Context: an optimization exercise on an open-source flow, tuned for small area, a short achievable clock period and few clock cycles per item. The choices shown serve that exercise and are no tape-out recipe. RTL that was checked went through simulation tests only; none was proved equivalent to the original. The RTL of run 2 was laid out without a check of its function. No activity file was given, so power comes from the tool's default toggle rates.

==> flow/design.v <==
module teavault_cipher (
    input  wire         clk,
    input  wire         rst,           
    input  wire         in_valid,
    output wire         in_ready,
    input  wire         in_decrypt,    
    input  wire [127:0] in_key,
    input  wire [63:0]  in_block,
    output wire         out_valid,
    input  wire         out_ready,
    output wire [63:0]  out_block
);
    localparam [31:0] DELTA   = 32'h9E3779B9;
    localparam [31:0] INITSUM = 32'h2C15E7F9;    
    function [31:0] add32(input [31:0] x, input [31:0] y, input ci);
        reg [31:0] g, p, gg, pp, gn, pn;
        integer i, l;
        begin
            g = x & y;
            p = x ^ y;
            gg = g; pp = p;
            gg[0] = g[0] | (p[0] & ci);
            for (l = 0; l < 5; l = l + 1) begin
                gn = gg; pn = pp;
                for (i = 0; i < 32; i = i + 1)
                    if (i[l]) begin
                        gn[i] = gg[i] | (pp[i] & gg[((i >> l) << l) - 1]);
                        pn[i] = pp[i] & pp[((i >> l) << l) - 1];
                    end
                gg = gn; pp = pn;
            end
            add32 = p ^ {gg[30:0], ci};
        end
    endfunction
    function [31:0] add32bk(input [31:0] x, input [31:0] y, input ci);
        reg [31:0] g, p, gg, pp;
        integer i, l;
        begin
            g = x & y;
            p = x ^ y;
            gg = g; pp = p;
            gg[0] = g[0] | (p[0] & ci);
            for (l = 0; l < 5; l = l + 1)
                for (i = 0; i < 32; i = i + 1)
                    if (((i + 1) % (2 << l)) == 0) begin
                        gg[i] = gg[i] | (pp[i] & gg[i - (1 << l)]);
                        pp[i] = pp[i] & pp[i - (1 << l)];
                    end
            for (l = 3; l >= 0; l = l - 1)
                for (i = 0; i < 32; i = i + 1)
                    if (((i + 1) % (2 << l)) == (1 << l) && i >= (2 << l)) begin
                        gg[i] = gg[i] | (pp[i] & gg[i - (1 << l)]);
                        pp[i] = pp[i] & pp[i - (1 << l)];
                    end
            add32bk = p ^ {gg[30:0], ci};
        end
    endfunction
    function [31:0] add32sp4(input [31:0] x, input [31:0] y, input ci);
        reg [31:0] g, p;
        reg [31:0] c;   
        reg [31:0] BG, BP, GG, PP, GN, PN;   
        integer i, j, l, nb;
        begin
            g = x & y; p = x ^ y;
            nb = 32 / 4;
            for (i = 0; i < 32 / 4; i = i + 1) begin
                BG[i] = 1'b0; BP[i] = 1'b1;
                for (j = 0; j < 4; j = j + 1) begin
                    BG[i] = g[i*4+j] | (p[i*4+j] & BG[i]);
                    BP[i] = BP[i] & p[i*4+j];
                end
            end
            GG = BG; PP = BP;
            for (l = 0; l < 5; l = l + 1) begin
                GN = GG; PN = PP;
                for (i = 0; i < 32 / 4; i = i + 1)
                    if (i[l]) begin
                        GN[i] = GG[i] | (PP[i] & GG[((i >> l) << l) - 1]);
                        PN[i] = PP[i] & PP[((i >> l) << l) - 1];
                    end
                GG = GN; PP = PN;
            end
            for (i = 0; i < 32 / 4; i = i + 1) begin
                c[i*4] = (i == 0) ? ci : (GG[i-1] | (PP[i-1] & ci));
                for (j = 1; j < 4; j = j + 1)
                    c[i*4+j] = g[i*4+j-1] | (p[i*4+j-1] & c[i*4+j-1]);
            end
            add32sp4 = p ^ c;
        end
    endfunction
    reg        busy;       
    reg        full;       
    reg        ph;         
    reg        last;       
    reg        nz;         
    reg        sub;        
    reg [7:0]  cnt;        
    reg        dec;
    reg [31:0] a, b;       
    reg [31:0] sum;        
    reg [63:0] kp;         
    wire [31:0] ka  = kp[63:32];
    wire [31:0] kb  = kp[31:0];
    wire [31:0] t1, t2, t3;
    tv_add_bk u_t1 (.x(b << 4), .y(ka),  .ci(1'b0), .s(t1));    
    tv_add_bk u_t2 (.x(b),      .y(sum), .ci(1'b0), .s(t2));    
    tv_add_bk u_t3 (.x(b >> 5), .y(kb),  .ci(1'b0), .s(t3));    
    wire [31:0] f   = t1 ^ t2 ^ t3;
    wire [31:0] fx  = (f & {32{nz}}) ^ {32{sub}};    
    wire [31:0] nb  = add32(a, fx, sub);             
    wire [31:0] dd  = {DELTA[31:1] ^ {31{dec}}, 1'b1};    
    assign in_ready  = last;
    assign out_valid = full;
    assign out_block = {a, b};
    always @(posedge clk) begin
        if (dec ^ (busy & ~cnt[0]))
            kp <= in_key[63:0];
        else
            kp <= in_key[127:64];
        if (busy) begin
            a   <= b;
            if (cnt[0])
                sum <= add32bk(sum, dd, 1'b0);
            cnt <= cnt + 8'd1;
            nz  <= (cnt != 8'd127);
            sub <= dec & (cnt != 8'd127);
        end else begin
            if (!full || out_ready)
                a <= ph ? in_block[63:32] : in_block[31:0];
            sum <= dec ? INITSUM : DELTA;
            cnt <= dec ? 8'd255 : 8'd0;
            dec <= in_decrypt;
            nz  <= ph & ~dec;
            sub <= 1'b0;
        end
        if (!full || out_ready)
            b <= nb;
        if (rst) begin
            busy <= 1'b0;
            full <= 1'b0;
            ph   <= 1'b0;
            last <= 1'b0;
        end else if (busy) begin
            last <= ~last & (cnt == (dec ? 8'd127 : 8'd126));
            if (last) begin
                busy <= 1'b0;
                full <= 1'b1;
            end
        end else if (full) begin
            if (out_ready) begin
                full <= 1'b0;
                ph   <= in_valid;
            end
        end else if (ph) begin
            ph   <= 1'b0;
            busy <= 1'b1;
        end else begin
            ph   <= in_valid;
        end
    end
endmodule
module tv_add_bk (
    input  wire [31:0] x,
    input  wire [31:0] y,
    input  wire        ci,
    output wire [31:0] s
);
    wire [31:0] g0 = x & y;
    wire [31:0] p0 = x ^ y;
    wire [31:0] g [0:9];
    wire [31:0] p [0:9];
    assign g[0] = {g0[31:1], g0[0] | (p0[0] & ci)};
    assign p[0] = p0;
    genvar l, i;
    generate
        for (l = 1; l <= 5; l = l + 1) begin : up
            for (i = 0; i < 32; i = i + 1) begin : b
                if (((i + 1) % (1 << l)) == 0) begin : n
                    assign g[l][i] = g[l-1][i] | (p[l-1][i] & g[l-1][i - (1 << (l-1))]);
                    assign p[l][i] = p[l-1][i] & p[l-1][i - (1 << (l-1))];
                end else begin : w
                    assign g[l][i] = g[l-1][i];
                    assign p[l][i] = p[l-1][i];
                end
            end
        end
        for (l = 6; l <= 9; l = l + 1) begin : dn
            for (i = 0; i < 32; i = i + 1) begin : b
                if ((((i + 1) % (1 << (10 - l))) == (1 << (9 - l))) && (i >= (1 << (10 - l)))) begin : n
                    assign g[l][i] = g[l-1][i] | (p[l-1][i] & g[l-1][i - (1 << (9 - l))]);
                    assign p[l][i] = p[l-1][i] & p[l-1][i - (1 << (9 - l))];
                end else begin : w
                    assign g[l][i] = g[l-1][i];
                    assign p[l][i] = p[l-1][i];
                end
            end
        end
    endgenerate
    assign s = p0 ^ {g[9][30:0], ci};
endmodule
==> flow/flow/run.sh <==
#!/bin/bash
# The standard ORFS layout (standard.sh), with these changes to how the
# layout is made (the SDC and clock period stay the standard flow's):
#  - ports are buffered with buf_1 cells instead of delay buffers;
#  - synthesis does not map adders to the library's fa/ha cells (same
#    synthesis script and registers, the adders are left to ABC);
#  - timing repair aims for more setup slack, on the worst path only;
#  - clock tree synthesis (when CTS_ARGS is set below) builds the tree from
#    clkbuf_8 cells and inserts no dummy loads.
# The ORFS logs of every step are kept under orfs/logs, and standard.sh's own
# output in standard.log.
set -e
cat >> "$FLOW_CONFIG" <<'EOC'
export BUFFER_PORTS_ARGS = -buffer_cell sky130_fd_sc_hd__buf_1
export ADDER_MAP_FILE = 
export SETUP_SLACK_MARGIN = 8
export TNS_END_PERCENT = 0
export CTS_ARGS = -sink_clustering_enable -repair_clock_nets -dont_use_dummy_load
EOC
bash standard.sh > standard.log 2>&1
==> flow/standard.sh <==
#!/bin/bash
# synth_recipe.tcl (not shown) runs the flow's synth.tcl, then flattens the netlist and writes it again
# the make line also repeats each setting of config.mk as NAME=value (left out here)
make -C /OpenROAD-flow-scripts/flow DESIGN_CONFIG=/design/flow/config.mk WORK_HOME=/design/flow/orfs CLKGATE_MAP_FILE= SYNTH_SCRIPT=/design/flow/synth_recipe.tcl "${@:-finish}"
==> flow/config.mk <==
export PLATFORM = sky130hd
export DESIGN_NAME = teavault_cipher
export DESIGN_NICKNAME = teavault_cipher
export VERILOG_FILES = /design/flow/design.v
export SDC_FILE = /design/flow/constraint.sdc
export NUM_CORES = 4
export LEC_CHECK = 0
export ABC_AREA = 1
export CAP_MARGIN = 20
export CORE_MARGIN = 2
export CORE_UTILIZATION = 40
export SLEW_MARGIN = 20
export BUFFER_PORTS_ARGS = -buffer_cell sky130_fd_sc_hd__buf_1
export ADDER_MAP_FILE = 
export SETUP_SLACK_MARGIN = 8
export TNS_END_PERCENT = 0
export CTS_ARGS = -sink_clustering_enable -repair_clock_nets -dont_use_dummy_load
==> flow/constraint.sdc <==
create_clock -name core_clock -period 12.0 [get_ports {clk}]
set_input_delay 2.4000 -clock core_clock [delete_from_list [all_inputs] [get_ports {clk}]]
set_output_delay 2.4000 -clock core_clock [all_outputs]
set_load 0.01 [all_outputs]
==> qor.csv, run 1 <==
metric,value,unit
internal power of the cells,0.00216,W
sequential fraction of the synthesis area,31.0,%
part of the cycle the worst path needs,31.1,%
final estimated routing congestion in global placement,0.866,
Setup Crit Path Kind,reg2out,
total power divided by cell area,264,mW/mm^2
nature of the critical path endpoint,output pin,
total track usage,22.7,%
cell types with the highest counts after synthesis,"sky130_fd_sc_hd__nand2_1 (726), sky130_fd_sc_hd__inv_1 (261), sky130_fd_sc_hd__nor2_1 (216)",
Post-Syn Nets,2396,
cell with the largest stage delay on the worst path,sky130_fd_sc_hd__edfxtp_1,
number of instances in the synthesized netlist,2199,
final worst clock skew,0.0275,ns
DR vias/cell,5.02,
compound-cell area share of the yosys netlist,8.93,%
Least-Margin Pin Slew,1.07,ns
proportion of power drawn by the clock network,10.5,%
"delay-heaviest family, CP",flip-flops,
area share of the largest cell type after synthesis,20.2,%
unique cell type count in the Yosys netlist,54,
required time worst endpoint,9.60,ns
most common cell in the netlist,sky130_fd_sc_hd__nand2_1,
IO Pins,263,
Pre-antenna DRT Iters,5,
Routed Antenna Nets,0,
Worst Hold Margin,0.490,ns
hold buffer count at CTS,0,
number of clock sinks seen by CTS,175,
number of remaining DRC errors,0,
"area fraction in and, or, nand and nor cells after synthesis",39.3,%
leading post-synthesis cells by cell area,"sky130_fd_sc_hd__edfxtp_1 (20%), sky130_fd_sc_hd__nand2_1 (19%), sky130_fd_sc_hd__dfxtp_1 (11%), sky130_fd_sc_hd__inv_1 (6.8%), sky130_fd_sc_hd__nand3_1 (6.6%)",
share of final-layout standard cells stronger than drive strength 1,11.0,%
Slew Limit Headroom,28.4,%
sequential power share,23.2,%
count of buffers inserted at the top-level ports,262,
most common flop cell mapped by yosys,sky130_fd_sc_hd__edfxtp_1,
warnings from Yosys,2,
root buffer cell,sky130_fd_sc_hd__clkbuf_16,
die area,0.0376,sq mm
count of max-cap constraint violations,0,
static leakage,8.47,nW
clock-pin slew of the registers on the worst-case setup and hold paths,0.08,ns
residual overflow from global routing,0,
clock buffers created by TritonCTS,17,
startpoint type of the worst setup path,flip-flop,
Crit Path Max Fanout,8,
worst min-delay path class,reg2reg,
total half-perimeter wirelength after legalization and detailed placement,32.8,mm
Final setup violation count,0,
# nets final,2683,
synthesis-stage register bit count,175,
global-route wire length before repair,67.7,mm
fraction of synthesis flops using an asynchronous set or reset pin,0,%
via count of the first global-routing pass,13100,
cell type contributing the most total cell area after synthesis,sky130_fd_sc_hd__edfxtp_1,
die boundary height,194,microns
TritonCTS clock tree,built,
wire length reported by the detailed router,44.0,mm
largest net degree at the start of global routing,74,
num rows,69,
final period demand of the worst path,3.73,ns
post-synthesis adder-cell area fraction,0.0694,%
width of the die,194,microns
antenna fix cells,0,
Core ar.,0.0356,sq mm
NetSw,0.00228,W
synthesized area per cell,6.56,sq um
antenna violations before repair,0,
xor-xnor portion of the synthesized cell area,6.80,%
area growth from synthesis to final layout,16.4,%
number of enable flip-flop cells after synthesis,97,
worst supply voltage drop on vdd,0.000119,V
setup repair after global routing missed its margin,true,
count of endpoints failing hold in the final timing report,0,
detail-routed net length per standard cell,15.0,microns
post-synthesis cell area,0.0144,sq mm
share of synthesized area spent on multiplexers,5.00,%
setup tns final,0,ns
data arrival time of the critical path,1.33,ns
initial cell density of the core,40.6,%
number of H-tree levels,4,
switch share,51.4,%
total power,0.00444,W
cell chain of the critical path,buf_1,
drt initial violations,861,
Clock Latency Late Sink,0.45,ns
maximum root-to-sink buffer count,2,
status,finished clean,
total via count after detailed routing,14800,
Peak Freq,0.268,GHz
critical path buffer and inverter count,1,
"Slew Viols, Final",0,
largest family of logic cells by synthesized area,simple AND/OR/NAND/NOR gates,
combinational power share,66.3,%
maximum single-stage delay on the critical path,0.67,ns
-- metal layers --
| metal | up-vias | GRT usage (%) | part of all wire, % |
|---|---|---|---|
| met3 | 37 | 3.29 | 5.0 |
| met1 | 6690 | 30.6 | 47 |
| met5 | - | 0 | 0 |
| met2 | 410 | 38.3 | 47 |
| met4 | 0 | 5.44 | 1.5 |
| li1 | 7650 | - | - |
-- final timing paths --
check	from	to	slack [ns]	cells after the start
setup reg to reg	b[6]	b[31]	8.33	25
hold reg to reg	last	last	0.49	2
hold / removal	last	last	0.49	2
setup / recovery	b[26]	out_block[26]	8.27	1
-- cell type report --
| cell class | count | area, sq um |
|---|---|---|
| inverters | 274 | 1030 |
| well taps | 461 | 577 |
| repair buffers | 324 | 1470 |
| fillers | 3737 | 18800 |
| multi-input cells | 1693 | 8790 |
| flip-flops and latches | 175 | 4480 |
| repair inverters | 1 | 5.00 |
| clock buffers | 17 | 425 |
-- what timing repair did --
item	CTS	global route
resized for setup	0	34
buffers inserted	0	51
hold endpoints to repair	0	0
setup endpoints to repair	0	20
-- placed cells by master, fill, tap and decap left out, types with 5 or more instances in the layout --
master | Yosys | layout
sky130_fd_sc_hd__nand3_2 | 8 | 9
sky130_fd_sc_hd__nor2_2 | 8 | 15
sky130_fd_sc_hd__a22oi_1 | 17 | 17
sky130_fd_sc_hd__inv_2 | 9 | 9
sky130_fd_sc_hd__nor2_4 | 3 | 5
sky130_fd_sc_hd__a21o_1 | 7 | 7
sky130_fd_sc_hd__clkbuf_16 | 0 | 17
sky130_fd_sc_hd__or2_2 | 5 | 5
sky130_fd_sc_hd__nor2_1 | 216 | 207
sky130_fd_sc_hd__xor2_1 | 57 | 56
sky130_fd_sc_hd__nand3b_1 | 33 | 33
sky130_fd_sc_hd__a21oi_1 | 94 | 93
sky130_fd_sc_hd__o21ai_0 | 56 | 56
sky130_fd_sc_hd__buf_1 | 4 | 262
sky130_fd_sc_hd__a21boi_0 | 5 | 5
sky130_fd_sc_hd__nor3_1 | 10 | 10
sky130_fd_sc_hd__nand2_1 | 726 | 714
sky130_fd_sc_hd__dfxtp_1 | 78 | 75
sky130_fd_sc_hd__or2_1 | 9 | 9
sky130_fd_sc_hd__nand3_1 | 191 | 189
sky130_fd_sc_hd__edfxtp_1 | 97 | 97
sky130_fd_sc_hd__a21oi_2 | 4 | 5
sky130_fd_sc_hd__nand2_2 | 42 | 53
sky130_fd_sc_hd__mux2_2 | 64 | 64
sky130_fd_sc_hd__nand2_4 | 5 | 6
sky130_fd_sc_hd__buf_4 | 4 | 59
sky130_fd_sc_hd__xnor2_1 | 47 | 45
sky130_fd_sc_hd__inv_1 | 261 | 260
sky130_fd_sc_hd__nand4_1 | 41 | 41
-- power groups by stage --
| stage | clock [W] | combinational, W | sequential, W |
|---|---|---|---|
| after detailed placement | 0 | 0.00267 | 0.00111 |
| after CTS | 0.000481 | 0.00269 | 0.00110 |
| final | 0.000466 | 0.00294 | 0.00103 |
| after global routing | 0.000498 | 0.00333 | 0.00105 |
| after global placement | 0 | 0.00262 | 0.00111 |
| after floorplan | 0 | 0.00213 | 0.000997 |
-- logic make-up after synthesis --
kind of cell               Yosys count
xor gates and xnor gates           107
muxes                               64
AOI/OAI and AO/OA                  218
buffers and inverters              331
and+or+nand+nor                   1303
DFF                                175
adders and majority gates            1
-- flip-flops by register name, indices dropped and copies added (netlist names), 8 cells and up --
name / flops
a: 32
cnt: 8
b: 32
sum: 32
kp: 64
-- per-stage QoR --
stage          setup slack (ns)  utilization [%]  instances  area [sq um]
3_3_place_gp               8.12             44.5       2876         15800
4_1_cts                    8.00             45.7       2893         16300
3_5_place_dp               8.01             44.5       2876         15800
5_1_grt                    7.97             47.2       2945         16800
6_report                   8.27             47.2       2945         16800
2_1_floorplan              8.24                -       2199         14400
Testbench counts, summed over its fixed seeds: cycles 167,678, items 1,280.
==> run 2: changes to the inputs <==
--- a/flow/design.v
+++ b/flow/design.v
@@ -30,6 +30,25 @@
                 gg = gn; pp = pn;
             end
             add32 = p ^ {gg[30:0], ci};
+        end
+    endfunction
+    function [31:0] add32i(input [31:0] x, input [31:0] y, input inv);
+        reg [31:0] g, p, gg, pp, gn, pn;
+        integer i, l;
+        begin
+            g = x & y;
+            p = x ^ y;
+            gg = g; pp = p;
+            for (l = 0; l < 5; l = l + 1) begin
+                gn = gg; pn = pp;
+                for (i = 0; i < 32; i = i + 1)
+                    if (i[l]) begin
+                        gn[i] = gg[i] | (pp[i] & gg[((i >> l) << l) - 1]);
+                        pn[i] = pp[i] & pp[((i >> l) << l) - 1];
+                    end
+                gg = gn; pp = pn;
+            end
+            add32i = (p ^ {32{inv}}) ^ {gg[30:0], 1'b0};
         end
     endfunction
     function [31:0] add32bk(input [31:0] x, input [31:0] y, input ci);
@@ -106,8 +125,9 @@
     tv_add_bk u_t2 (.x(b),      .y(sum), .ci(1'b0), .s(t2));    
     tv_add_bk u_t3 (.x(b >> 5), .y(kb),  .ci(1'b0), .s(t3));    
     wire [31:0] f   = t1 ^ t2 ^ t3;
-    wire [31:0] fx  = (f & {32{nz}}) ^ {32{sub}};    
-    wire [31:0] nb  = add32(a, fx, sub);             
+    wire [31:0] fz  = f & {32{nz}};                  
+    wire [31:0] ax  = a ^ {32{sub}};
+    wire [31:0] nb  = add32i(ax, fz, sub);           
     wire [31:0] dd  = {DELTA[31:1] ^ {31{dec}}, 1'b1};    
     assign in_ready  = last;
     assign out_valid = full;
--- a/flow/flow/run.sh
+++ b/flow/flow/run.sh
@@ -15,6 +15,6 @@
 export ADDER_MAP_FILE = 
 export SETUP_SLACK_MARGIN = 8
 export TNS_END_PERCENT = 0
-export CTS_ARGS = -sink_clustering_enable -repair_clock_nets -dont_use_dummy_load
+export CTS_ARGS = -sink_clustering_enable -repair_clock_nets -dont_use_dummy_load -buf_list sky130_fd_sc_hd__clkbuf_8
 EOC
 bash standard.sh > standard.log 2>&1
--- a/flow/config.mk
+++ b/flow/config.mk
@@ -14,4 +14,4 @@
 export ADDER_MAP_FILE = 
 export SETUP_SLACK_MARGIN = 8
 export TNS_END_PERCENT = 0
-export CTS_ARGS = -sink_clustering_enable -repair_clock_nets -dont_use_dummy_load
+export CTS_ARGS = -sink_clustering_enable -repair_clock_nets -dont_use_dummy_load -buf_list sky130_fd_sc_hd__clkbuf_8
==> run 2 against run 1 <==
Compared with the run above: largest power group unchanged; clock skew fell by 0.0043 ns; sequential share of layout area rose by 0.50 points; critical path depth did not move; routed wire length fell by 5.0%; non-clock buffer count fell by 50; cell count fell by 1.1%; still clean; hold slack got worse by 0.0019 ns; synthesized cell count rose by 0.36%; power fell by 10%; sequential power barely moved; first-iteration DRC count fell by 8.4%; via count fell by 3.7%.
==> qor.csv, run 2 <==
metric,value,unit,change
status,finished clean,,
number of remaining DRC errors,0,,unchanged
most common flop cell mapped by yosys,sky130_fd_sc_hd__edfxtp_1,,
total half-perimeter wirelength after legalization and detailed placement,31.8,mm,-3.3%
Setup Crit Path Kind,reg2out,,
Clock Latency Late Sink,0.50,ns,+0.05 ns
fraction of synthesis flops using an asynchronous set or reset pin,0,%,unchanged
area share of the largest cell type after synthesis,19.7,%,-0.51 points
number of enable flip-flop cells after synthesis,97,,unchanged
Slew Limit Headroom,43.5,%,+15 points
area growth from synthesis to final layout,11.4,%,
critical path buffer and inverter count,1,,unchanged
Pre-antenna DRT Iters,5,,unchanged
Post-Syn Nets,2404,,+0.33%
number of instances in the synthesized netlist,2207,,+0.36%
synthesized area per cell,6.70,sq um,+2.2%
leading post-synthesis cells by cell area,"sky130_fd_sc_hd__edfxtp_1 (20%), sky130_fd_sc_hd__nand2_1 (16%), sky130_fd_sc_hd__dfxtp_1 (11%), sky130_fd_sc_hd__inv_1 (7.5%), sky130_fd_sc_hd__xor2_1 (5.6%)",,
antenna violations before repair,0,,unchanged
share of final-layout standard cells stronger than drive strength 1,10.4,%,-0.56 points
static leakage,8.36,nW,-1.3%
setup tns final,0,ns,unchanged
die boundary height,196,microns,+1.2%
cell type contributing the most total cell area after synthesis,sky130_fd_sc_hd__edfxtp_1,,
wire length reported by the detailed router,41.9,mm,-5.0%
count of buffers inserted at the top-level ports,262,,unchanged
synthesis-stage register bit count,175,,unchanged
part of the cycle the worst path needs,31.3,%,+0.21 points
switch share,53.5,%,+2.1 points
Global Route met1 Usage,28.8,%,-1.8 points
DR vias/cell,4.89,,-2.6%
Peak Freq,0.266,GHz,-0.66%
Routed Antenna Nets,0,,unchanged
final period demand of the worst path,3.76,ns,+0.0248 ns
global routing's busiest layer,met2,,
most common cell in the netlist,sky130_fd_sc_hd__nand2_1,,
root buffer cell,sky130_fd_sc_hd__clkbuf_8,,
die area,0.0385,sq mm,+2.5%
Least-Margin Pin Slew,0.844,ns,-0.227 ns
GRT met3 Usage,2.91,%,-0.38 points
worst supply voltage drop on vdd,0.0000794,V,-33%
combinational power share,65.7,%,-0.6 points
global-route wire length before repair,66.2,mm,-2.3%
width of the die,196,microns,+1.2%
"delay-heaviest family, CP",flip-flops,,
total track usage,21.8,%,-0.86 points
clock buffers created by TritonCTS,17,,unchanged
cell chain of the critical path,buf_1,,
# nets final,2643,,-1.5%
TritonCTS clock tree,built,,
proportion of power drawn by the clock network,8.3,%,-2.2 points
Core ar.,0.0365,sq mm,+2.7%
internal power of the cells,0.00185,W,-14%
GR Layer Usage met2,37.7,%,-0.57 points
initial cell density of the core,40.5,%,-0.045 points
hold buffer count at CTS,0,,unchanged
most common library cell in the layout ignoring fill and taps,sky130_fd_sc_hd__nand2_1,,
Crit Path Max Fanout,8,,unchanged
antenna fix cells,0,,unchanged
detail-routed net length per standard cell,14.4,microns,-3.9%
drt initial violations,789,,-8.4%
residual overflow from global routing,0,,unchanged
most frequent cells in the layout,"sky130_fd_sc_hd__nand2_1 (647), sky130_fd_sc_hd__inv_1 (294), sky130_fd_sc_hd__buf_1 (262)",,
sequential power share,26.0,%,+2.8 points
Worst Hold Margin,0.488,ns,-0.00189 ns
total via count after detailed routing,14200,,-3.7%
IO Pins,263,,unchanged
post-synthesis cell area,0.0148,sq mm,+2.6%
number of clock sinks seen by CTS,175,,unchanged
cell types with the highest counts after synthesis,"sky130_fd_sc_hd__nand2_1 (647), sky130_fd_sc_hd__inv_1 (294), sky130_fd_sc_hd__nor2_1 (214)",,
num rows,70,,+1.4%
required time worst endpoint,9.60,ns,about the same
Final setup violation count,0,,unchanged
maximum root-to-sink buffer count,2,,unchanged
data arrival time of the critical path,1.36,ns,+0.03 ns
unique cell type count in the Yosys netlist,55,,+1.9%
final worst clock skew,0.0232,ns,-0.00428 ns
largest net degree at the start of global routing,62,,-16%
sequential fraction of the synthesis area,30.2,%,-0.78 points
fraction of the core area covered by cells at the end of the flow,45.1,%,-2.1 points
final estimated routing congestion in global placement,0.854,,-1.3%
register with the most flip-flops,kp,,
count of buffers added by post-CTS timing repair for setup,0,,unchanged
count of max-cap constraint violations,0,,unchanged
NetSw,0.00213,W,-6.5%
total power divided by cell area,242,mW/mm^2,-8.5%
warnings from Yosys,2,,unchanged
cell with the largest stage delay on the worst path,sky130_fd_sc_hd__edfxtp_1,,
startpoint type of the worst setup path,flip-flop,,
nature of the critical path endpoint,output pin,,
via count of the first global-routing pass,13400,,+2.4%
setup repair after global routing missed its margin,false,,
worst min-delay path class,reg2reg,,
"Slew Viols, Final",0,,unchanged
maximum single-stage delay on the critical path,0.67,ns,about the same
number of H-tree levels,4,,unchanged
clock-pin slew of the registers on the worst-case setup and hold paths,0.09,ns,about the same
number of flip-flops in the largest register,64,,unchanged
count of endpoints failing hold in the final timing report,0,,unchanged
## run 2: cell count changes after synthesis, moves of 9 or more
| cell | previous run | this run |
|---|---|---|
| sky130_fd_sc_hd__inv_1 | 261 | 294 |
| sky130_fd_sc_hd__nand2_1 | 726 | 647 |
| sky130_fd_sc_hd__nand2_2 | 42 | 69 |
| sky130_fd_sc_hd__nand3_1 | 191 | 165 |
| sky130_fd_sc_hd__nand3b_1 | 33 | 21 |
| sky130_fd_sc_hd__nand4_1 | 41 | 29 |
| sky130_fd_sc_hd__o21ai_0 | 56 | 47 |
| sky130_fd_sc_hd__xnor2_1 | 47 | 62 |
| sky130_fd_sc_hd__xor2_1 | 57 | 95 |
## run 2: cells by family after synthesis
kind of cell    Yosys count  share of synthesized area [%]
simple gates           1228                           37.1
buf+inv                 368                           9.65
compound gates          210                           8.34
flops                   175                           30.2
xor+xnor                162                           9.84
mux                      64                           4.87
## run 2: stage by stage
stage | worst slack, ns | total power (W) | instance area, sq um | instances
2_1_floorplan | 8.24 | 0.00304 | 14800 | 2207
6_report | 8.24 | 0.00399 | 16500 | 2912
3_5_place_dp | 8.11 | 0.00365 | 16200 | 2895
5_1_grt | 8.01 | 0.00442 | 16500 | 2912
3_3_place_gp | 8.20 | 0.00359 | 16200 | 2895
4_1_cts | 8.10 | 0.00400 | 16500 | 2912
## run 2: area by class of cell
cell class                      count  area, sq um
Sequential cell                   175         4480
Timing Repair Buffer              274         1090
Inverter                          314         1180
Tap cell                          468          586
Clock buffer                       17          234
Multi-Input combinational cell   1664         8920
Fill cell                        3745        20000
## run 2: routing by layer
metal	part of all wire [%]	vias to the layer above
met3	3.9	31
met2	47	281
met4	1.3	0
met1	48	6463
met5	0	-
li1	-	7466
## run 2: final timing paths
kind         startpoint       endpoint  slack, ns  cells after the start
max               b[23]  out_block[23]       8.24                      1
min                last           last       0.49                      2
max reg2reg          nz          b[29]       8.38                     24
min reg2reg        last           last       0.49                      2
## run 2: power by group through the flow
stage	Clock (W)	Combinational (W)	Sequential, W
6_report	0.000332	0.00262	0.00104
5_1_grt	0.000364	0.00299	0.00106
4_1_cts	0.000345	0.00262	0.00104
3_5_place_dp	0	0.00260	0.00105
3_3_place_gp	0	0.00254	0.00105
2_1_floorplan	0	0.00208	0.000962
## run 2: worst reg2reg max path, stage by stage, from the launching register on
cell                      delay [ns]
sky130_fd_sc_hd__dfxtp_2        0.32
sky130_fd_sc_hd__buf_4          0.61
sky130_fd_sc_hd__inv_1          0.15
sky130_fd_sc_hd__a21oi_1        0.14
sky130_fd_sc_hd__o21ai_1        0.11
sky130_fd_sc_hd__nor2_1         0.20
sky130_fd_sc_hd__nand2_1        0.09
sky130_fd_sc_hd__a21oi_2        0.21
sky130_fd_sc_hd__nand2_1        0.08
sky130_fd_sc_hd__nand2_1        0.14
sky130_fd_sc_hd__nand2_1        0.09
sky130_fd_sc_hd__nand2_2        0.11
sky130_fd_sc_hd__nand2_1        0.08
sky130_fd_sc_hd__nand2_2        0.10
sky130_fd_sc_hd__nand2_1        0.09
sky130_fd_sc_hd__nand2_2        0.08
sky130_fd_sc_hd__nand2_2        0.07
sky130_fd_sc_hd__nand2_4        0.08
sky130_fd_sc_hd__nand2_2        0.08
sky130_fd_sc_hd__nand2_4        0.11
sky130_fd_sc_hd__nand2_2        0.08
sky130_fd_sc_hd__nand2_4        0.17
sky130_fd_sc_hd__nand2_2        0.08
sky130_fd_sc_hd__nand3_1        0.08
sky130_fd_sc_hd__nand2_1        0.06
## run 2: what timing repair did
item                       in CTS  in global routing
hold endpoints to repair        0                  0
resized for setup               0                  7
setup endpoints to repair       0                  7
==> run 3: changes to the inputs <==
--- a/flow/design.v
+++ b/flow/design.v
@@ -12,26 +12,6 @@
 );
     localparam [31:0] DELTA   = 32'h9E3779B9;
     localparam [31:0] INITSUM = 32'h2C15E7F9;    
-    function [31:0] add32(input [31:0] x, input [31:0] y, input ci);
-        reg [31:0] g, p, gg, pp, gn, pn;
-        integer i, l;
-        begin
-            g = x & y;
-            p = x ^ y;
-            gg = g; pp = p;
-            gg[0] = g[0] | (p[0] & ci);
-            for (l = 0; l < 5; l = l + 1) begin
-                gn = gg; pn = pp;
-                for (i = 0; i < 32; i = i + 1)
-                    if (i[l]) begin
-                        gn[i] = gg[i] | (pp[i] & gg[((i >> l) << l) - 1]);
-                        pn[i] = pp[i] & pp[((i >> l) << l) - 1];
-                    end
-                gg = gn; pp = pn;
-            end
-            add32 = p ^ {gg[30:0], ci};
-        end
-    endfunction
     function [31:0] add32i(input [31:0] x, input [31:0] y, input inv);
         reg [31:0] g, p, gg, pp, gn, pn;
         integer i, l;
@@ -72,39 +52,6 @@
                         pp[i] = pp[i] & pp[i - (1 << l)];
                     end
             add32bk = p ^ {gg[30:0], ci};
-        end
-    endfunction
-    function [31:0] add32sp4(input [31:0] x, input [31:0] y, input ci);
-        reg [31:0] g, p;
-        reg [31:0] c;   
-        reg [31:0] BG, BP, GG, PP, GN, PN;   
-        integer i, j, l, nb;
-        begin
-            g = x & y; p = x ^ y;
-            nb = 32 / 4;
-            for (i = 0; i < 32 / 4; i = i + 1) begin
-                BG[i] = 1'b0; BP[i] = 1'b1;
-                for (j = 0; j < 4; j = j + 1) begin
-                    BG[i] = g[i*4+j] | (p[i*4+j] & BG[i]);
-                    BP[i] = BP[i] & p[i*4+j];
-                end
-            end
-            GG = BG; PP = BP;
-            for (l = 0; l < 5; l = l + 1) begin
-                GN = GG; PN = PP;
-                for (i = 0; i < 32 / 4; i = i + 1)
-                    if (i[l]) begin
-                        GN[i] = GG[i] | (PP[i] & GG[((i >> l) << l) - 1]);
-                        PN[i] = PP[i] & PP[((i >> l) << l) - 1];
-                    end
-                GG = GN; PP = PN;
-            end
-            for (i = 0; i < 32 / 4; i = i + 1) begin
-                c[i*4] = (i == 0) ? ci : (GG[i-1] | (PP[i-1] & ci));
-                for (j = 1; j < 4; j = j + 1)
-                    c[i*4+j] = g[i*4+j-1] | (p[i*4+j-1] & c[i*4+j-1]);
-            end
-            add32sp4 = p ^ c;
         end
     endfunction
     reg        busy;       
--- a/flow/config.mk
+++ b/flow/config.mk
@@ -5,7 +5,7 @@
 export SDC_FILE = /design/flow/constraint.sdc
 export NUM_CORES = 4
 export LEC_CHECK = 0
-export ABC_AREA = 1
+export ABC_AREA = 0
 export CAP_MARGIN = 20
 export CORE_MARGIN = 2
 export CORE_UTILIZATION = 40
==> run 3 against run 2 <==
Compared with the run above: cell area increased by 10%; combinational power grew 67%; sequential share of layout area shrank 2.6 points; synthesized cell count fell by 22%; hold slack better by 0.051 ns; critical endpoint is now b[29]; power up 46%; sequential power rose by 7%; register-to-register slack got worse by 1.6 ns; routed wire length up 12%.
==> qor.csv, run 3 <==
metric,value,unit,change
status,finished clean,,
post-synthesis adder-cell area fraction,2.60,%,+2.6 points
worst supply voltage drop on vdd,0.000144,V,+82%
area growth from synthesis to final layout,19.5,%,
total track usage,22.9,%,+1.1 points
number of instances in the synthesized netlist,1715,,-22%
Final setup violation count,0,,unchanged
hold buffer count at CTS,0,,unchanged
die boundary height,199,microns,+1.4%
number of H-tree levels,4,,unchanged
unique cell type count in the Yosys netlist,107,,+95%
multi-input logic area,0.0107,sq mm,+20%
leading post-synthesis cells by cell area,"sky130_fd_sc_hd__edfxtp_1 (19%), sky130_fd_sc_hd__xnor2_1 (15%), sky130_fd_sc_hd__dfxtp_1 (10%), sky130_fd_sc_hd__mux2_2 (4.9%), sky130_fd_sc_hd__nand2_1 (4.1%)",,
share of final-layout standard cells stronger than drive strength 1,18.6,%,+8.2 points
sequential fraction of the synthesis area,29.4,%,-0.87 points
initial cell density of the core,40.5,%,about the same
number of remaining DRC errors,0,,unchanged
antenna violations before repair,0,,unchanged
part of the cycle the worst path needs,43.6,%,+12 points
total power,0.00581,W,+46%
storage element area,0.00448,sq mm,about the same
most common cell in the netlist,sky130_fd_sc_hd__xnor2_1,,
most frequent cells in the layout,"sky130_fd_sc_hd__buf_1 (262), sky130_fd_sc_hd__xnor2_1 (240), sky130_fd_sc_hd__nand2_1 (165)",,
maximum root-to-sink buffer count,2,,unchanged
wire length reported by the detailed router,46.7,mm,+12%
cell types with the highest counts after synthesis,"sky130_fd_sc_hd__xnor2_1 (253), sky130_fd_sc_hd__nand2_1 (166), sky130_fd_sc_hd__nor2_1 (103)",,
residual overflow from global routing,0,,unchanged
"area fraction in and, or, nand and nor cells after synthesis",15.1,%,-22 points
fraction of the core area covered by cells at the end of the flow,48.4,%,+3.3 points
count of max-cap constraint violations,0,,unchanged
Least-Margin Pin Slew,0.835,ns,-0.00913 ns
IO Pins,263,,unchanged
"Slew Viols, Final",0,,unchanged
worst min-delay path class,reg2reg,,
clock-pin slew of the registers on the worst-case setup and hold paths,0.09,ns,about the same
via count of the first global-routing pass,12900,,-3.7%
detail-routed net length per standard cell,18.6,microns,+29%
root buffer cell,sky130_fd_sc_hd__clkbuf_8,,
Routed met2 length,22.3,mm,+14%
largest net degree at the start of global routing,75,,+21%
Cells after DPL,2376,,-18%
area share of the largest cell type after synthesis,19.1,%,-0.57 points
Peak Freq,0.191,GHz,-28%
Crit Path Max Fanout,6,,-2
total power divided by cell area,319,mW/mm^2,+32%
Post-Syn Nets,1912,,-20%
share of synthesized area spent on multiplexers,8.03,%,+3.2 points
cell type contributing the most total cell area after synthesis,sky130_fd_sc_hd__edfxtp_1,,
Routed Antenna Nets,0,,unchanged
final estimated routing congestion in global placement,0.886,,+3.7%
Core ar.,0.0376,sq mm,+2.9%
compound-cell area share of the yosys netlist,19.4,%,+11 points
number of flip-flops in the largest register,64,,unchanged
data arrival time of the critical path,5.46,ns,+4.10 ns
most common flop cell mapped by yosys,sky130_fd_sc_hd__edfxtp_1,,
width of the die,199,microns,+1.4%
fraction of synthesis flops using an asynchronous set or reset pin,0,%,unchanged
nature of the critical path endpoint,flip-flop,,
synthesized area per cell,8.88,sq um,+32%
required time worst endpoint,12.23,ns,+2.63 ns
drt initial violations,794,,+0.63%
final std cells w/o fill,2516,,-14%
antenna fix cells,0,,unchanged
Clock Latency Late Sink,0.50,ns,about the same
# nets final,2204,,-17%
number of enable flip-flop cells after synthesis,97,,unchanged
final period demand of the worst path,5.23,ns,+1.48 ns
warnings from Yosys,2,,unchanged
Slew Limit Headroom,44.3,%,+0.82 points
count of buffers inserted at the top-level ports,262,,unchanged
synthesis-stage register bit count,175,,unchanged
die area,0.0397,sq mm,+2.9%
setup repair after global routing missed its margin,true,,
register with the most flip-flops,kp,,
count of endpoints failing hold in the final timing report,0,,unchanged
xor-xnor portion of the synthesized cell area,20.9,%,+11 points
most common library cell in the layout ignoring fill and taps,sky130_fd_sc_hd__buf_1,,
static leakage,6.37,nW,-24%
number of filler instances in the final layout,3593,,-4.1%
num rows,71,,+1.4%
Setup Crit Path Kind,reg2reg,,
setup tns final,0,ns,unchanged
detailed-route wire length on metal 1,21.0,mm,+4.5%
top metal layer carrying routed signals,met4,,
post-synthesis cell area,0.0152,sq mm,+3.0%
largest family of logic cells by synthesized area,XOR/XNOR gates,,
number of clock sinks seen by CTS,175,,unchanged
DR vias/cell,5.49,,+12%
total via count after detailed routing,13800,,-2.9%
final worst clock skew,0.0341,ns,+0.0109 ns
total half-perimeter wirelength after legalization and detailed placement,32.0,mm,+0.79%
amount of wire on met3 after detailed routing,2.37,mm,+44%
startpoint type of the worst setup path,flip-flop,,
Pre-antenna DRT Iters,5,,unchanged
global-route wire length before repair,70.0,mm,+5.7%
TritonCTS clock tree,built,,
clock buffers created by TritonCTS,17,,unchanged
[run 3: cell count changes after synthesis, sizes merged, moves of 28 or more]
cell    delta
a31oi     +37
nand4     -28
nand2    -560
clkbuf    +51
xor2      -30
o21ai     +29
inv      -274
maj3      +38
mux2i     +45
nor2     -125
nand3    -129
xnor2    +194
[run 3: logic make-up after synthesis]
| family | after synthesis |
|---|---|
| adder cells (fa/ha/maj) | 38 |
| flip-flops | 175 |
| XOR/XNOR | 339 |
| AND/OR/NAND/NOR | 468 |
| AO/OA/AOI/OAI | 422 |
| multiplexers | 113 |
| buffers and inverters | 160 |
[run 3: critical path, cell delays in order (launching register included)]
cell	delay, ns
sky130_fd_sc_hd__edfxtp_1	0.47
sky130_fd_sc_hd__buf_4	0.22
sky130_fd_sc_hd__a21o_1	0.16
sky130_fd_sc_hd__a221o_1	0.36
sky130_fd_sc_hd__nand3_2	0.18
sky130_fd_sc_hd__nand3_4	0.13
sky130_fd_sc_hd__a21o_1	0.21
sky130_fd_sc_hd__maj3_1	0.39
sky130_fd_sc_hd__xor2_2	0.21
sky130_fd_sc_hd__mux2_4	0.37
sky130_fd_sc_hd__xnor2_4	0.15
sky130_fd_sc_hd__nor4_2	0.31
sky130_fd_sc_hd__mux2i_2	0.16
sky130_fd_sc_hd__or2_1	0.27
sky130_fd_sc_hd__o21ba_4	0.26
sky130_fd_sc_hd__o2111ai_4	0.25
sky130_fd_sc_hd__nand2_2	0.09
sky130_fd_sc_hd__maj3_2	0.32
sky130_fd_sc_hd__maj3_2	0.32
sky130_fd_sc_hd__xnor2_1	0.12
[run 3: worst paths after layout]
| path | from | end | slack, ns | cells after the start |
|---|---|---|---|---|
| worst max register to register | b[12] | b[29] | 6.77 | 19 |
| worst max-delay path | b[12] | b[29] | 6.77 | 19 |
| worst min-delay path | cnt[7] | sub | 0.54 | 2 |
| worst min register to register | cnt[7] | sub | 0.54 | 2 |
[run 3: repair_timing]
item | 4_1_cts | 5_1_grt
setup endpoints to repair | 36 | 37
gates resized for setup | 34 | 42
gates cloned | 0 | 0
buffers inserted | 82 | 41
pin swaps | 19 | 26
[run 3: power breakdown]
group / internal [W] / switching, W
Combinational: 0.00208 / 0.00229
Sequential: 0.000840 / 0.000272
Clock: 0.000125 / 0.000203
[run 3: stage by stage]
stage | cell area [sq um] | worst slack [ns] | hold WS [ns]
floorplan | 15400 | 7.23 | 0.484
global placement | 16500 | 6.29 | 0.512
detailed placement | 16500 | 6.23 | 0.521
CTS | 17600 | 6.82 | 0.557
global route | 18200 | 6.58 | 0.588
finish | 18200 | 6.77 | 0.539
[run 3: cell type report]
class	count	area share, %
multi-input cells	1380	58.8
inverters	37	0.784
clock buffers	17	1.29
well taps	511	3.51
flip-flops and latches	175	24.6
repair buffers	396	11.0
[run 3: per-layer routing]
metal / vias up / track usage [%]
met2: 428 / 38.8
met1: 6586 / 30.2
met5: - / 0
met3: 54 / 3.38
li1: 6757 / -
met4: 0 / 6.25
Testbench counts of run 3, summed over its fixed seeds: cycles 167,678, items 1,280.
==> run 4: changes to the inputs <==
--- a/flow/config.mk
+++ b/flow/config.mk
@@ -5,7 +5,7 @@
 export SDC_FILE = /design/flow/constraint.sdc
 export NUM_CORES = 4
 export LEC_CHECK = 0
-export ABC_AREA = 0
+export ABC_AREA = 1
 export CAP_MARGIN = 20
 export CORE_MARGIN = 2
 export CORE_UTILIZATION = 40
==> run 4 against run 3 <==
Compared with the run above: synthesized cell count is 29% higher; combinational power is 39% lower; sequential share of layout area is 2.4 points higher; area after synthesis is 2.0% lower; sequential power is 6% lower; clock skew is 0.0089 ns lower; critical path depth is 18 lower; non-clock buffer count is 124 lower; maximum frequency is 37% higher; hold slack worse by 0.046 ns; via count is 3.7% higher; power is 30% lower; largest cell class unchanged; largest power group unchanged.
==> qor.csv, run 4 <==
metric,value,unit,change
nature of the critical path endpoint,output pin,,
most frequent cells in the layout,"sky130_fd_sc_hd__nand2_1 (638), sky130_fd_sc_hd__inv_1 (296), sky130_fd_sc_hd__buf_1 (262)",,
worst min-delay path class,reg2reg,,
register with the most flip-flops,kp,,
internal power of the cells,0.00187,W,-39%
combinational power share,66.1,%,-9.1 points
Slew Limit Headroom,29.2,%,-15 points
Clock Latency Late Sink,0.50,ns,about the same
Final setup violation count,0,,unchanged
required time worst endpoint,9.60,ns,-2.63 ns
Post-Syn Nets,2407,,+26%
IO Pins,263,,unchanged
register-to-register path setup slack,8.32,ns,+1.55 ns
residual overflow from global routing,0,,unchanged
"delay-heaviest family, CP",flip-flops,,
cell chain of the critical path,buf_1,,
cell with the largest stage delay on the worst path,sky130_fd_sc_hd__edfxtp_1,,
leading post-synthesis cells by cell area,"sky130_fd_sc_hd__edfxtp_1 (20%), sky130_fd_sc_hd__nand2_1 (16%), sky130_fd_sc_hd__dfxtp_1 (10%), sky130_fd_sc_hd__inv_1 (7.4%), sky130_fd_sc_hd__xor2_1 (5.5%)",,
num rows,70,,-1.4%
worst r2r path cells,24,,+5
root buffer cell,sky130_fd_sc_hd__clkbuf_8,,
status,finished clean,,
Worst Hold Margin,0.493,ns,-0.0460 ns
switch share,53.7,%,+6.1 points
cell type contributing the most total cell area after synthesis,sky130_fd_sc_hd__edfxtp_1,,
synthesized area per cell,6.75,sq um,-24%
number of instances in the synthesized netlist,2210,,+29%
Core ar.,0.0367,sq mm,-2.3%
total power divided by cell area,244,mW/mm^2,-24%
start point of the worst min-delay path,last,,
final std cells w/o fill,2912,,+16%
Pre-antenna DRT Iters,5,,unchanged
area share of the largest cell type after synthesis,19.5,%,+0.39 points
data arrival time of the critical path,1.41,ns,-4.05 ns
# nets final,2643,,+20%
Routed Antenna Nets,0,,unchanged
DR vias/cell,4.92,,-10%
sequential fraction of the synthesis area,30.0,%,+0.61 points
setup repair after global routing missed its margin,false,,
final estimated routing congestion in global placement,0.853,,-3.6%
drt initial violations,787,,-0.88%
maximum root-to-sink buffer count,2,,unchanged
width of the die,197,microns,-0.99%
capture instance of the worst register-to-register path,b[27],,
fraction of synthesis flops using an asynchronous set or reset pin,0,%,unchanged
total half-perimeter wirelength after legalization and detailed placement,31.9,mm,-0.43%
startpoint type of the worst setup path,flip-flop,,
antenna violations before repair,0,,unchanged
TritonCTS clock tree,built,,
Peak Freq,0.263,GHz,+37%
final worst clock skew,0.0253,ns,-0.00888 ns
proportion of power drawn by the clock network,8.2,%,+2.5 points
part of the cycle the worst path needs,31.7,%,-12 points
Crit Path Max Fanout,8,,+2
number of clock sinks seen by CTS,175,,unchanged
count of endpoints failing hold in the final timing report,0,,unchanged
clock buffers created by TritonCTS,17,,unchanged
static leakage,8.40,nW,+32%
sequential power share,25.8,%,+6.7 points
number of H-tree levels,4,,unchanged
warnings from Yosys,2,,unchanged
critical path buffer and inverter count,1,,unchanged
Least-Margin Pin Slew,1.06,ns,+0.228 ns
worst supply voltage drop on vdd,0.0000841,V,-42%
total via count after detailed routing,14300,,+3.7%
via count of the first global-routing pass,13200,,+2.0%
Cells after DPL,2895,,+22%
most common library cell in the layout ignoring fill and taps,sky130_fd_sc_hd__nand2_1,,
die area,0.0389,sq mm,-2.0%
total track usage,21.5,%,-1.3 points
clock-pin slew of the registers on the worst-case setup and hold paths,0.10,ns,about the same
detail-routed net length per standard cell,14.4,microns,-22%
global-route wire length before repair,65.9,mm,-5.9%
most common cell in the netlist,sky130_fd_sc_hd__nand2_1,,
number of remaining DRC errors,0,,unchanged
count of buffers inserted at the top-level ports,262,,unchanged
share of final-layout standard cells stronger than drive strength 1,11.2,%,-7.4 points
number of flip-flops in the largest register,64,,unchanged
final period demand of the worst path,3.81,ns,-1.43 ns
startpoint of the worst-slack reg-to-reg timing path,nz,,
post-synthesis cell area,0.0149,sq mm,-2.0%
wire length reported by the detailed router,42.0,mm,-10%
number of enable flip-flop cells after synthesis,97,,unchanged
maximum single-stage delay on the critical path,0.68,ns,+0.21 ns
synthesis-stage register bit count,175,,unchanged
count of max-cap constraint violations,0,,unchanged
die boundary height,197,microns,-0.99%
most common flop cell mapped by yosys,sky130_fd_sc_hd__edfxtp_1,,
setup tns final,0,ns,unchanged
largest net degree at the start of global routing,76,,+1.3%
area growth from synthesis to final layout,11.1,%,
Setup Crit Path Kind,reg2out,,
antenna fix cells,0,,unchanged
Min-Delay Path Depth,2,,unchanged
Worst Hold End,last,,
"Slew Viols, Final",0,,unchanged
NetSw,0.00217,W,-22%
unique cell type count in the Yosys netlist,56,,-48%
initial cell density of the core,40.7,%,+0.13 points
hold buffer count at CTS,0,,unchanged
total power,0.00404,W,-30%
cell types with the highest counts after synthesis,"sky130_fd_sc_hd__nand2_1 (638), sky130_fd_sc_hd__inv_1 (296), sky130_fd_sc_hd__nor2_1 (212)",,
run 4: per-layer routing:
metal  part of all wire [%]  track usage, %  routed length, microns  vias up
met5                      0               0                       0        -
met4                    1.3            4.57                     536        0
met3                    4.5            2.70                    1900       28
met2                     46            36.8                   19400      322
met1                     48            29.2                   20100     6511
li1                       -               -                       -     7479
run 4: repair_timing:
action	in CTS	in global routing
endpoints found under the hold margin	0	0
gates resized for setup	0	5
setup endpoints to repair	0	4
buffers inserted	0	0
run 4: cell families after synthesis:
| logic type | Yosys count | share of synthesized area (%) |
|---|---|---|
| xor gates and xnor gates | 162 | 9.81 |
| DFF | 175 | 30.0 |
| buffers and inverters | 370 | 9.66 |
| AOI/OAI and AO/OA | 209 | 8.26 |
| and+or+nand+nor | 1230 | 37.5 |
| muxes | 64 | 4.83 |
run 4: stage by stage:
step	utilization [%]	area, sq um	worst slack [ns]
after floorplan	-	14900	8.24
after global placement	44.5	16300	8.27
after detailed placement	44.5	16300	8.18
after CTS	45.1	16600	8.17
after global routing	45.2	16600	8.03
final	45.2	16600	8.19
run 4: worst max-delay path by stage:
stage                     slack (ns)  startpoint  cells past startpoint            end
after global routing            8.03        b[5]                     27          b[27]
after detailed placement        8.18         dec                     24        sum[31]
after floorplan                 8.24   out_ready                      2           a[0]
after global placement          8.27         dec                     24        sum[31]
final                           8.19       b[26]                      1  out_block[26]
after CTS                       8.17       b[26]                      1  out_block[26]
run 4: layout make-up:
type,instances,area (sq um)
clock buffer,17,234
timing repair buffer,272,1070
sequential,175,4480
inverter,315,1180
fill,3838,20100
multi-input combinational,1665,9020
tap,468,586
run 4: power groups by stage:
stage          Combinational [W]  Clock [W]  Sequential (W)
2_1_floorplan            0.00213          0        0.000963
3_3_place_gp             0.00260          0         0.00105
3_5_place_dp             0.00265          0         0.00106
4_1_cts                  0.00267   0.000342         0.00104
5_1_grt                  0.00304   0.000362         0.00106
6_report                 0.00267   0.000329         0.00104
==> run 5: changes to the inputs <==
--- a/flow/flow/run.sh
+++ b/flow/flow/run.sh
@@ -12,7 +12,6 @@
 set -e
 cat >> "$FLOW_CONFIG" <<'EOC'
 export BUFFER_PORTS_ARGS = -buffer_cell sky130_fd_sc_hd__buf_1
-export ADDER_MAP_FILE = 
 export SETUP_SLACK_MARGIN = 8
 export TNS_END_PERCENT = 0
 export CTS_ARGS = -sink_clustering_enable -repair_clock_nets -dont_use_dummy_load -buf_list sky130_fd_sc_hd__clkbuf_8
--- a/flow/config.mk
+++ b/flow/config.mk
@@ -11,7 +11,6 @@
 export CORE_UTILIZATION = 40
 export SLEW_MARGIN = 20
 export BUFFER_PORTS_ARGS = -buffer_cell sky130_fd_sc_hd__buf_1
-export ADDER_MAP_FILE = 
 export SETUP_SLACK_MARGIN = 8
 export TNS_END_PERCENT = 0
 export CTS_ARGS = -sink_clustering_enable -repair_clock_nets -dont_use_dummy_load -buf_list sky130_fd_sc_hd__clkbuf_8
==> run 5 against run 4 <==
Compared with the run above: critical path type is now reg2reg; count of clock-buffer cells in the layout did not move; sequential power hardly changed; cell area grew 0.14%; first-iteration DRC count is 16% lower; clock power about the same; synthesized cell count down 30%; global-route usage barely moved; sequential share of layout area barely moved; routed wire length down 6.5%; area after synthesis is 6.5% lower; hold slack got worse by 0.0037 ns; largest cell class unchanged; combinational power is about 30% higher.
==> qor.csv, run 5 <==
metric,value,unit,change
status,finished clean,,
residual overflow from global routing,0,,unchanged
num rows,68,,-2.9%
cell type contributing the most total cell area after synthesis,sky130_fd_sc_hd__edfxtp_1,,
count of buffers inserted at the top-level ports,262,,unchanged
IO Pins,263,,unchanged
Min-Delay Path Depth,2,,unchanged
most common library cell in the layout ignoring fill and taps,sky130_fd_sc_hd__buf_1,,
Crit Path Max Fanout,7,,-1
number of filler instances in the final layout,3249,,-15%
synthesis-stage register bit count,175,,unchanged
# nets final,2244,,-15%
number of instances in the synthesized netlist,1543,,-30%
width of the die,191,microns,-3.3%
total power divided by cell area,291,mW/mm^2,+20%
total power,0.00484,W,+20%
total via count after detailed routing,11500,,-19%
TritonCTS clock tree,built,,
most common flop cell mapped by yosys,sky130_fd_sc_hd__edfxtp_1,,
antenna violations before repair,0,,unchanged
number of enable flip-flop cells after synthesis,97,,unchanged
via count of the first global-routing pass,11100,,-15%
Clock Latency Late Sink,0.49,ns,about the same
Final setup violation count,0,,unchanged
share of final-layout standard cells stronger than drive strength 1,15.6,%,+4.4 points
unique cell type count in the Yosys netlist,40,,-29%
Cells after DPL,2235,,-23%
cell types with the highest counts after synthesis,"sky130_fd_sc_hd__nand2_1 (291), sky130_fd_sc_hd__inv_1 (189), sky130_fd_sc_hd__ha_1 (142)",,
Slew Limit Headroom,31.5,%,+2.3 points
worst setup slack after placement,7.27,ns,-0.910 ns
Least-Margin Pin Slew,1.02,ns,-0.0386 ns
most frequent cells in the layout,"sky130_fd_sc_hd__buf_1 (262), sky130_fd_sc_hd__nand2_1 (256), sky130_fd_sc_hd__inv_1 (182)",,
drt initial violations,662,,-16%
leading post-synthesis cells by cell area,"sky130_fd_sc_hd__edfxtp_1 (21%), sky130_fd_sc_hd__ha_1 (13%), sky130_fd_sc_hd__dfxtp_1 (11%), sky130_fd_sc_hd__fa_1 (8.6%), sky130_fd_sc_hd__nand2_1 (7.8%)",,
area growth from synthesis to final layout,19.0,%,
finished layout cell area,0.0166,sq mm,+0.14%
required time worst endpoint,12.25,ns,+2.65 ns
least setup slack across all paths after layout,7.78,ns,-0.410 ns
total track usage,21.5,%,about the same
startpoint of the worst-slack reg-to-reg timing path,b[0],,
storage element area,0.00448,sq mm,unchanged
multi-input logic area,0.00918,sq mm,+1.7%
initial cell density of the core,40.5,%,-0.19 points
largest net degree at the start of global routing,82,,+7.9%
root buffer cell,sky130_fd_sc_hd__clkbuf_8,,
fraction of synthesis flops using an asynchronous set or reset pin,0,%,unchanged
number of remaining DRC errors,0,,unchanged
setup tns final,0,ns,unchanged
Peak Freq,0.237,GHz,-9.7%
final period demand of the worst path,4.22,ns,+0.410 ns
setup repair after global routing missed its margin,true,,
clock buffers created by TritonCTS,17,,unchanged
die area,0.0364,sq mm,-6.4%
worst r2r path cells,24,,unchanged
global-route wire length before repair,59.9,mm,-9.2%
detail-routed net length per standard cell,17.1,microns,+18%
most common cell in the netlist,sky130_fd_sc_hd__nand2_1,,
number of H-tree levels,4,,unchanged
final worst clock skew,0.0329,ns,+0.00762 ns
final estimated routing congestion in global placement,0.872,,+2.1%
final std cells w/o fill,2298,,-21%
register with the most flip-flops,kp,,
count of max-cap constraint violations,0,,unchanged
part of the cycle the worst path needs,35.1,%,+3.4 points
synthesized area per cell,9.04,sq um,+34%
number of flip-flops in the largest register,64,,unchanged
warnings from Yosys,2,,unchanged
hold buffer count at CTS,0,,unchanged
wire length reported by the detailed router,39.3,mm,-6.5%
Pre-antenna DRT Iters,5,,unchanged
Placed Area,0.0154,sq mm,-5.7%
area share of the largest cell type after synthesis,20.9,%,+1.4 points
sequential fraction of the synthesis area,32.1,%,+2.1 points
maximum root-to-sink buffer count,2,,unchanged
worst min-delay path class,reg2reg,,
nature of the critical path endpoint,flip-flop,,
die boundary height,191,microns,-3.3%
source of the critical timing path,b[0],,
start point of the worst min-delay path,last,,
Post-Syn Nets,1942,,-19%
post-synthesis cell area,0.0139,sq mm,-6.5%
antenna fix cells,0,,unchanged
clock-pin slew of the registers on the worst-case setup and hold paths,0.09,ns,about the same
Routed Antenna Nets,0,,unchanged
static leakage,7.61,nW,-9.4%
startpoint type of the worst setup path,flip-flop,,
total half-perimeter wirelength after legalization and detailed placement,28.8,mm,-9.6%
Core ar.,0.0345,sq mm,-6.1%
count of endpoints failing hold in the final timing report,0,,unchanged
"Slew Viols, Final",0,,unchanged
Setup Crit Path Kind,reg2reg,,
worst supply voltage drop on vdd,0.000105,V,+25%
DR vias/cell,5.02,,+2.0%
number of clock sinks seen by CTS,175,,unchanged
data arrival time of the critical path,4.47,ns,+3.06 ns
run 5: changes by cell type after synthesis, moves of 60 or more:
cell	change
sky130_fd_sc_hd__nand2_1	-347
sky130_fd_sc_hd__nand2_2	-69
sky130_fd_sc_hd__fa_1	+60
sky130_fd_sc_hd__inv_1	-107
sky130_fd_sc_hd__ha_1	+142
sky130_fd_sc_hd__nand3_1	-122
sky130_fd_sc_hd__nor2_1	-148
run 5: metal layers:
| metal | track usage [%] | wire (microns) | vias up |
|---|---|---|---|
| li1 | - | - | 5734 |
| met1 | 29.8 | 18600 | 5457 |
| met2 | 35.4 | 18300 | 311 |
| met3 | 3.00 | 1870 | 42 |
| met4 | 5.25 | 569 | 0 |
| met5 | 0 | 0 | - |
run 5: through the flow:
stage          hold slack (ns)  util (%)
5_1_grt                  0.535      48.2
4_1_cts                  0.487      46.7
2_1_floorplan            0.496         -
6_report                 0.489      48.2
3_3_place_gp             0.470      44.7
3_5_place_dp             0.472      44.7
run 5: logic make-up after synthesis:
| group | synth area share, % |
|---|---|
| and+or+nand+nor | 13.2 |
| buffers and inverters | 6.58 |
| AOI/OAI and AO/OA | 10.8 |
| muxes | 5.17 |
| adders and majority gates | 21.3 |
| DFF | 32.1 |
| xor gates and xnor gates | 10.9 |
run 5: path summary, 6_finish.rpt:
kind	slack, ns	end
max	7.78	b[29]
min	0.49	last
max reg2reg	7.78	b[29]
min reg2reg	0.49	last
run 5: power breakdown:
group          switching, W  internal, W
Combinational       0.00197      0.00149
Clock              0.000205     0.000125
Sequential         0.000188     0.000857
run 5: worst max-delay path, cell delays in order (launching register included):
cell and delay (ns):
sky130_fd_sc_hd__edfxtp_1 0.42, sky130_fd_sc_hd__ha_2 0.19, sky130_fd_sc_hd__inv_1 0.05, sky130_fd_sc_hd__fa_2 0.34
sky130_fd_sc_hd__nand3b_1 0.19, sky130_fd_sc_hd__nand2_2 0.13, sky130_fd_sc_hd__nand3b_1 0.10, sky130_fd_sc_hd__nand3_2 0.14
sky130_fd_sc_hd__nand2_1 0.08, sky130_fd_sc_hd__nand3_2 0.08, sky130_fd_sc_hd__a31oi_2 0.12, sky130_fd_sc_hd__fa_2 0.39
sky130_fd_sc_hd__xnor2_2 0.15, sky130_fd_sc_hd__xnor2_1 0.21, sky130_fd_sc_hd__o21ai_1 0.09, sky130_fd_sc_hd__a21oi_1 0.13
sky130_fd_sc_hd__ha_1 0.29, sky130_fd_sc_hd__a21oi_2 0.17, sky130_fd_sc_hd__a21boi_4 0.21, sky130_fd_sc_hd__nand2_4 0.12
sky130_fd_sc_hd__inv_1 0.09, sky130_fd_sc_hd__o21a_1 0.13, sky130_fd_sc_hd__nand2_1 0.05, sky130_fd_sc_hd__nand2_1 0.05
sky130_fd_sc_hd__nand2_1 0.04
run 5: area by class of cell:
| cell class | count | area share (%) |
|---|---|---|
| repair buffers | 319 | 8.53 |
| multi-input cells | 1141 | 55.3 |
| flip-flops and latches | 175 | 27.0 |
| inverters | 191 | 4.33 |
| clock buffers | 17 | 1.41 |
| well taps | 455 | 3.43 |
run 5: repair_timing:
| item | in CTS | in global routing |
|---|---|---|
| endpoints found under the setup margin | 20 | 22 |
| gates cloned | 1 | 0 |
| setup buffers | 29 | 16 |
| resized for setup | 74 | 88 |
| pin swaps | 47 | 71 |
==> run 6: changes to the inputs <==
--- a/flow/design.v
+++ b/flow/design.v
@@ -86,8 +86,7 @@
             kp <= in_key[127:64];
         if (busy) begin
             a   <= b;
-            if (cnt[0])
-                sum <= add32bk(sum, dd, 1'b0);
+            sum <= add32bk(sum, dd & {32{cnt[0]}}, 1'b0);    
             cnt <= cnt + 8'd1;
             nz  <= (cnt != 8'd127);
             sub <= dec & (cnt != 8'd127);
--- a/flow/flow/run.sh
+++ b/flow/flow/run.sh
@@ -12,6 +12,7 @@
 set -e
 cat >> "$FLOW_CONFIG" <<'EOC'
 export BUFFER_PORTS_ARGS = -buffer_cell sky130_fd_sc_hd__buf_1
+export ADDER_MAP_FILE = 
 export SETUP_SLACK_MARGIN = 8
 export TNS_END_PERCENT = 0
 export CTS_ARGS = -sink_clustering_enable -repair_clock_nets -dont_use_dummy_load -buf_list sky130_fd_sc_hd__clkbuf_8
--- a/flow/config.mk
+++ b/flow/config.mk
@@ -11,6 +11,7 @@
 export CORE_UTILIZATION = 40
 export SLEW_MARGIN = 20
 export BUFFER_PORTS_ARGS = -buffer_cell sky130_fd_sc_hd__buf_1
+export ADDER_MAP_FILE = 
 export SETUP_SLACK_MARGIN = 8
 export TNS_END_PERCENT = 0
 export CTS_ARGS = -sink_clustering_enable -repair_clock_nets -dont_use_dummy_load -buf_list sky130_fd_sc_hd__clkbuf_8
==> run 6 against run 5 <==
Compared with the run above: maximum frequency is 10% higher; clock skew increased by 0.0095 ns; clock power grew 2%; sequential power down 4%; die area up 2.3%; routed wire length increased by 5.4%; sequential cell count did not move; cell count rose by 27%; area after synthesis up 2.4%; highest routed layer unchanged.
==> qor.csv, run 6 <==
metric,value,unit,change
total power divided by cell area,240,mW/mm^2,-18%
count of max-cap constraint violations,0,,unchanged
most used cell along the critical path,sky130_fd_sc_hd__nand2_1,,
startpoint type of the worst setup path,flip-flop,,
required time worst endpoint,12.26,ns,about the same
DR vias/cell,4.92,,-2.1%
number of flip-flops in the largest register,64,,unchanged
worst min-delay path class,reg2reg,,
number of remaining DRC errors,0,,unchanged
clock-pin slew of the registers on the worst-case setup and hold paths,0.12,ns,+0.03 ns
fraction of synthesis flops using an asynchronous set or reset pin,0,%,unchanged
Slew Limit Headroom,39.1,%,+7.6 points
clock buffers created by TritonCTS,17,,unchanged
unique cell type count in the Yosys netlist,52,,+30%
leading post-synthesis cells by cell area,"sky130_fd_sc_hd__nand2_1 (19%), sky130_fd_sc_hd__dfxtp_1 (15%), sky130_fd_sc_hd__edfxtp_1 (14%), sky130_fd_sc_hd__inv_1 (7.5%), sky130_fd_sc_hd__nand3_1 (5.8%)",,
residual overflow from global routing,0,,unchanged
die boundary height,193,microns,+1.1%
total via count after detailed routing,14300,,+24%
TritonCTS clock tree,built,,
hold buffer count at CTS,0,,unchanged
Core ar.,0.0354,sq mm,+2.7%
most common cell in the netlist,sky130_fd_sc_hd__nand2_1,,
start point of the worst min-delay path,last,,
cell types with the highest counts after synthesis,"sky130_fd_sc_hd__nand2_1 (705), sky130_fd_sc_hd__inv_1 (287), sky130_fd_sc_hd__nor2_1 (215)",,
area share of the largest cell type after synthesis,18.5,%,-2.3 points
part of the cycle the worst path needs,31.8,%,-3.3 points
final worst clock skew,0.0424,ns,+0.00955 ns
final period demand of the worst path,3.82,ns,-0.400 ns
sequential fraction of the synthesis area,29.1,%,-3.0 points
"delay-heaviest family, CP",simple AND/OR/NAND/NOR gates,,
source of the critical timing path,b[7],,
Final setup violation count,0,,unchanged
num rows,69,,+1.5%
setup tns final,0,ns,unchanged
register-to-register path setup slack,8.18,ns,+0.40 ns
final estimated routing congestion in global placement,0.862,,-1.1%
total half-perimeter wirelength after legalization and detailed placement,31.9,mm,+11%
cell type contributing the most total cell area after synthesis,sky130_fd_sc_hd__nand2_1,,
cell with the largest stage delay on the worst path,sky130_fd_sc_hd__edfxtp_1,,
IO Pins,263,,unchanged
# nets final,2647,,+18%
width of the die,193,microns,+1.1%
number of H-tree levels,4,,unchanged
number of enable flip-flop cells after synthesis,65,,-33%
status,finished clean,,
Crit Path Max Fanout,8,,+1
nature of the critical path endpoint,flip-flop,,
total track usage,22.5,%,+0.98 points
"Slew Viols, Final",0,,unchanged
maximum root-to-sink buffer count,2,,unchanged
critical path buffer and inverter count,1,,-1
antenna violations before repair,0,,unchanged
setup repair after global routing missed its margin,true,,
data arrival time of the critical path,4.07,ns,-0.40 ns
most frequent cells in the layout,"sky130_fd_sc_hd__nand2_1 (705), sky130_fd_sc_hd__inv_1 (287), sky130_fd_sc_hd__buf_1 (262)",,
register with the most flip-flops,kp,,
Routed Antenna Nets,0,,unchanged
Least-Margin Pin Slew,0.913,ns,-0.110 ns
count of endpoints failing hold in the final timing report,0,,unchanged
die area,0.0372,sq mm,+2.3%
synthesis-stage register bit count,175,,unchanged
most common flop cell mapped by yosys,sky130_fd_sc_hd__dfxtp_1,,
Peak Freq,0.262,GHz,+10%
antenna fix cells,0,,unchanged
static leakage,8.24,nW,+8.2%
worst supply voltage drop on vdd,0.0000926,V,-12%
count of buffers inserted at the top-level ports,262,,unchanged
most common library cell in the layout ignoring fill and taps,sky130_fd_sc_hd__nand2_1,,
Setup Crit Path Kind,reg2reg,,
maximum single-stage delay on the critical path,0.53,ns,+0.11 ns
via count of the first global-routing pass,13200,,+19%
run 6: changes by cell type after synthesis, moves of 42 or more:
cell and delta:
sky130_fd_sc_hd__nor2_1 +151, sky130_fd_sc_hd__nand2_2 +44, sky130_fd_sc_hd__a21oi_1 -42, sky130_fd_sc_hd__nand2_1 +414, sky130_fd_sc_hd__inv_1 +98, sky130_fd_sc_hd__nand3_1 +130, sky130_fd_sc_hd__ha_1 -142, sky130_fd_sc_hd__fa_1 -60
run 6: final timing paths:
path,end,depth (start not counted)
worst min register to register,last,2
worst max register to register,b[27],28
worst max-delay path,b[27],28
worst min-delay path,last,2
run 6: what timing repair did:
item / in CTS / in global routing
hold endpoints to repair: 0 / 0
gates resized for setup: 0 / 1
setup endpoints to repair: 0 / 29
run 6: final cells by class:
type / instances / area (sq um)
timing repair buffer: 271 / 1070
sequential: 175 / 4160
fill: 3710 / 19400
clock buffer: 17 / 234
tap: 461 / 577
multi-input combinational: 1689 / 8830
inverter: 296 / 1110
run 6: stage by stage:
step	util (%)	instances	hold WS [ns]	area (sq um)	worst slack, ns
after floorplan	-	2209	0.441	14300	8.24
after global placement	44.4	2891	0.468	15700	7.96
after detailed placement	44.4	2892	0.474	15700	7.94
after CTS	45.1	2909	0.490	16000	8.06
after global routing	45.1	2909	0.519	16000	7.77
final	45.1	2909	0.486	16000	8.18
run 6: worst min-delay path, cell delays in order, from the launching register on:
cell                      delay (ns)
sky130_fd_sc_hd__dfxtp_1        0.33
sky130_fd_sc_hd__nand2_1        0.06
sky130_fd_sc_hd__a21oi_1        0.05
run 6: kinds of logic after synthesis:
group           after synthesis  share of synthesized area [%]
buf+inv                     345                           9.31
simple gates               1255                           38.2
xor+xnor                    151                           9.31
compound gates              219                           9.04
mux                          64                           5.05
flops                       175                           29.1
run 6: routing by layer:
layer | track usage, % | part of all wire, % | up-vias
met4 | 6.53 | 2.0 | 0
met1 | 29.7 | 47 | 6461
met3 | 2.84 | 4.7 | 44
met2 | 38.5 | 47 | 315
li1 | - | - | 7488
met5 | 0 | 0 | -
run 6: where the power goes:
part           leakage (nW)  internal (W)  switching (W)  total (W)
logic                  6.50      0.000887        0.00161    0.00250
clock network         0.122      0.000125       0.000209   0.000335
registers              1.61      0.000784       0.000219    0.00100
Testbench counts of run 6, summed over its fixed seeds: cycles 167,678, items 1,280.

Setup slack of run 6, layout unchanged: 8.184 ns with ideal ports, 8.184 ns with driving cells assumed (clock clkbuf_16, inputs buf_2), 8.184 ns with port delays also shifted by the 0.540 ns mid clock arrival.
